This is an optimization exercise on Yosys and OpenROAD, whose aim is a short achievable clock period and few clock cycles, not a production implementation.
The RTL was checked by simulation tests, not by an equivalence proof against the original design.
Power and IR drop assume default switching activity.

==> inputs of nickel <==
// bsrw
module bsrw (
    input             clk,
    input             rst,
    input             host_we,
    input      [2:0]  host_addr,
    input      [31:0] host_wdata,
    output            busy,
    output     [31:0] res0,
    output     [31:0] status,
    output            mem_req,
    output            mem_we,
    output     [9:0]  mem_addr,
    output     [7:0]  mem_wdata,
    input      [7:0]  mem_rdata,
    input             mem_ready,
    output            out_valid,
    output     [7:0]  out_data,
    input             out_ready
);
export LEC_CHECK = 0
export ABC_CLOCK_PERIOD_IN_PS = 3000
export CAP_MARGIN = 20
export CORE_MARGIN = 2
export CORE_UTILIZATION = 40
export SLEW_MARGIN = 20
export TNS_END_PERCENT = 10
create_clock -name core_clock -period 12.0 [get_ports {clk}]
standard.sh (not shown) runs the stock make flow with config.mk's settings and CLKGATE_MAP_FILE= SYNTH_SCRIPT=/design/flow/synth_recipe.tcl, a recipe that flattens the netlist after the stock synthesis.
==> flow/flow/run.sh <==
#!/bin/bash
# Layout flow: the standard flow (standard.sh, unchanged synthesis and
# ORFS steps) with setup repair aimed below the clock period, so that the
# layout reaches a shorter period than the constraint asks for. The SDC,
# clock period and I/O constraints are the standard flow's.
set -e
export SETUP_SLACK_MARGIN=7.5
bash standard.sh > standard.log 2>&1
==> juniper: changes against nickel <==
--- a/flow/design.v
+++ b/flow/design.v
@@ -142,36 +142,35 @@
     wire        pc_in2   [0:N_CTX-1];    
     wire [15:0] pc_lmp   [0:N_CTX-1];    
     wire [13:0] pc_rb    [0:N_CTX-1];    
     wire [9:0]  pc_addr  [0:N_CTX-1];    
     wire [13:0] pc_pp1   [0:N_CTX-1];    
     wire        pc_pmax  [0:N_CTX-1];    
-    wire        pc_rbsm  [0:N_CTX-1];    
     wire        pc_pov0  [0:N_CTX-1];    
     genvar g;
     generate
         for (g = 0; g < N_CTX; g = g + 1) begin : pcx
             wire [13:0] P   = ctx_pos[g];
             wire [10:0] L   = ctx_len[g];
             wire [3:0]  K   = ctx_brib[g];
             wire [15:0] lmp = {5'd0, L} - {2'd0, P};
             wire        ae  = ({3'd0, L} <= P);
-            wire [15:0] rbx = ((lmp - 16'd1) << 3) + {12'd0, K};
-            wire [13:0] rb  = ae ? 14'd0 : rbx[13:0];
+            wire [15:0] lmpm1 = {5'd0, L} + ~{2'd0, P};
+            wire [13:0] rb  = ae ? 14'd0 :
+                              K[3] ? {lmp[10:0], 3'd0} : {lmpm1[10:0], K[2:0]};
             wire [14:0] adv = {1'b0, P} + {1'b0, arg0[16:3]} +
                               {14'd0, ({1'b0, arg0[2:0]} >= K)};
             assign pc_pov0[g]  = (arg0[31:17] != 15'd0) || adv[14];
             assign pc_ae[g]    = ae;
             assign pc_in1[g]   = ({3'd0, L} > (P + 14'd1)) && (P != 14'h3FFF);
             assign pc_in2[g]   = ({3'd0, L} > (P + 14'd2)) && (P < 14'h3FFE);
             assign pc_lmp[g]   = lmp;
             assign pc_rb[g]    = rb;
             assign pc_addr[g]  = ctx_base[g][9:0] + P[9:0];
             assign pc_pp1[g]   = P + 14'd1;
             assign pc_pmax[g]  = (P == POS_MAX);
-            assign pc_rbsm[g]  = (rb < 14'd16);
         end
     endgenerate
     reg        any_free;
     reg [2:0]  free_idx;
     integer    k;
     always @(*) begin
@@ -250,13 +249,13 @@
                d_wrbits, d_wrf, d_wrba, d_dump;
     reg [2:0]  d_ci;
     reg [3:0]  d_W;
     reg        d_S;
     reg [7:0]  d_val;
     reg        d_src;
-    reg        d_ae, d_in1, d_in2, d_pmax, d_rbsm;
+    reg        d_ae, d_in1, d_in2, d_pmax;
     reg [15:0] d_lmp;
     reg [13:0] d_rb;
     reg [9:0]  d_addr;
     reg [13:0] d_pos, d_pp1;
     reg [3:0]  d_brib;
     reg        d_ovw, d_povw, d_rf1, d_pov0;
@@ -515,12 +514,18 @@
             oval    <= 1'b0;
             for (i = 0; i < N_CTX; i = i + 1)
                 ctx_valid[i] <= 1'b0;
         end else begin
             case (st)
             ST_IDLE: begin
+                if (any_free) begin
+                    ctx_base[free_idx] <= arg0[10:0];
+                    ctx_len[free_idx]  <= arg1[10:0];
+                    ctx_pos[free_idx]  <= 14'd0;
+                    ctx_brib[free_idx] <= 4'd8;
+                end
                 if (host_we) begin
                     case (host_addr)
                         3'd0: begin
                             d_illegal <= illegal_f(host_wdata);
                             d_invalid <= (a_opc != OP_CREATE) && (a_opc != OP_DUMP) &&
                                          (host_wdata[7] || !ctx_valid[a_ci]);
@@ -542,20 +547,19 @@
                             d_val     <= host_wdata[23:16];
                             d_src     <= a_src;
                             d_ae      <= pc_ae[a_ci];
                             d_in1     <= pc_in1[a_ci];
                             d_in2     <= pc_in2[a_ci];
                             d_pmax    <= pc_pmax[a_ci];
-                            d_rbsm    <= pc_rbsm[a_ci];
                             d_lmp     <= pc_lmp[a_ci];
                             d_rb      <= pc_rb[a_ci];
                             d_addr    <= pc_addr[a_ci];
                             d_pos     <= ctx_pos[a_ci];
                             d_pp1     <= pc_pp1[a_ci];
                             d_brib    <= ctx_brib[a_ci];
-                            d_ovw     <= pc_rbsm[a_ci] && (a_W > pc_rb[a_ci][3:0]);
+                            d_ovw     <= pc_ae[a_ci] || (!pc_in1[a_ci] && (a_W > a_K));
                             d_povw    <= pc_pmax[a_ci] && (a_W >= a_K);
                             d_pov0    <= pc_pov0[a_ci];
                             d_rf1     <= (a_rn0 > a_K);
                             d_rs0     <= (a_rd || a0lt8_c) ? (4'd8 + a_K - a_rn0) : a_K;
                             d_rmask0  <= ~(8'hFF << a_rn0);
                             d_rdpos   <= (a_W >= a_K) ? pc_pp1[a_ci] : ctx_pos[a_ci];
@@ -598,19 +602,14 @@
                                     res0_r  <= (a_opc == OP_AT_END) ? {31'd0, pc_ae[a_ci]} :
                                                (a_opc == OP_REMBYT) ? {{16{pc_lmp[a_ci][15]}}, pc_lmp[a_ci]} :
                                                (a_opc == OP_REMBIT) ? {18'd0, pc_rb[a_ci]} :
                                                (a_opc == OP_CREATE) ? {29'd0, free_idx} : 32'd0;
                                     if (a_opc == OP_DESTROY)
                                         ctx_valid[a_ci] <= 1'b0;
-                                    if (a_opc == OP_CREATE) begin
+                                    if (a_opc == OP_CREATE)
                                         ctx_valid[free_idx] <= 1'b1;
-                                        ctx_base[free_idx]  <= arg0[10:0];
-                                        ctx_len[free_idx]   <= arg1[10:0];
-                                        ctx_pos[free_idx]   <= 14'd0;
-                                        ctx_brib[free_idx]  <= 4'd8;
-                                    end
                                 end
                             end else begin
                                 st <= ST_DEC;
                             end
                         end
                         3'd1: arg0 <= host_wdata;
@@ -625,16 +624,12 @@
                 if (!nofault) begin
                     mreq <= 1'b0;
                     mwe  <= 1'b0;
                 end
                 if (d_create && nofault) begin
                     ctx_valid[free_idx] <= 1'b1;
-                    ctx_base[free_idx]  <= arg0[10:0];
-                    ctx_len[free_idx]   <= arg1[10:0];
-                    ctx_pos[free_idx]   <= 14'd0;
-                    ctx_brib[free_idx]  <= 4'd8;
                     pend_res <= {29'd0, free_idx};
                     if (mwe && !mem_ready)
                         st <= ST_CZ;
                 end
                 begin
                     if (d_rd || d_rdf) begin
==> flow/flow/run.sh (replaced) <==
#!/bin/bash
# Layout flow: the standard flow (standard.sh: unchanged synthesis and
# ORFS steps, the standard flow's SDC and clock period) with two changes to how the
# layout is made:
#  - setup repair aims well below the clock period, so that the layout
#    reaches a shorter period than the constraint asks for;
#  - the port buffers that the standard flow inserts on every input and
#    output are buf_8 cells instead of the smallest buffer.
set -e
export SETUP_SLACK_MARGIN=7.8
export BUFFER_PORTS_ARGS="-buffer_cell sky130_fd_sc_hd__buf_8"
bash standard.sh > standard.log 2>&1
CAP_MARGIN = 35   (was 20)
SLEW_MARGIN = 35   (was 20)
==> notes.md <==
| item | nickel | juniper |
|---|---|---|
| Nets | 10,594 | 10,264 |
| Reg-to-reg endpoint | d_in2 | d_ovw |
| Worst setup slack for register-to-register paths | 7.23 ns | 7.35 ns |
| Wire length of the first global-routing pass | 604,000 um | 603,000 um |
| Instance count of the mapped netlist | 9,462 | 9,218 |
| Number of filler cells placed in the layout | 20,411 | 19,894 |
| Multi-input gates | 7,357 | 7,130 |
| Clk network pwr share | 36.9% | 35.5% |
| Launch point of the worst path | host_wdata[6] | ctx_pos[0][2] |
| Setup Fix Bufs, Post-CTS | 190 | 91 |
| Run status | no timing/DRC/antenna violations | no timing/DRC/antenna violations |
| Slew at the pin closest to its max-slew limit | 1.29 ns | 1.23 ns |
| Period minus WS final | 4.82 ns | 4.65 ns |
| Critical Path Slowest Stage Cell | a221oi_1 | a21oi_1 |
| Met3 routed wirelength | 45,100 um | 56,400 um |
| Sequential-to-total area share from yosys stat | 38.7% | 39.3% |
| Flop pwr share | 39.8% | 39.7% |
| Synthesized cell area | 87,800 um2 | 86,400 um2 |
| Number of ordinary inverters in the final layout | 460 | 405 |
| Instance area after placement | 93,000 um2 | 91,900 um2 |
| Met1 layer usage reported by global route | 46.9% | 46.2% |
| Fraction of area in multi-input gates | 51.0% | 50.3% |
| Top fanout value on the critical path | 9 | 8 |
Testbench counts of nickel, summed over its fixed seeds: cycles 29,292.
Testbench counts of juniper, summed over its fixed seeds: cycles 29,292.

-- static timing again, ports no longer ideal --
No port has a modelled driver above. Below, the same layouts with a new extraction and two added sets of constraints. Step 1 (the two cells are an assumption about what drives the block):
set clk [get_ports {clk}]
set_driving_cell -lib_cell sky130_fd_sc_hd__clkbuf_16 $clk
set_driving_cell -lib_cell sky130_fd_sc_hd__buf_2 [delete_from_list [all_inputs] $clk]
Step 2 also shifts input and output timing later by t, the mid clock arrival at the registers, as if the neighbouring blocks saw the same clock. a / b / c = ideal ports / drivers / drivers and shift; a / b = the first two.
run | t, ns | slack for setup (ns) | worst register clock-pin slew, ns | worst slew at a driven data input, ns
nickel | 0.922 | 7.185 / 7.093 / 6.171 | 0.07 / 0.07 | 0.32
juniper | 0.918 | 7.351 / 7.103 / 6.184 | 0.07 / 0.07 | 0.52
After both steps setup and hold are still met in every run listed. For juniper, which loses most, drivers alone change the setup slack by -0.248 ns; drivers and shift together by -1.167 ns.
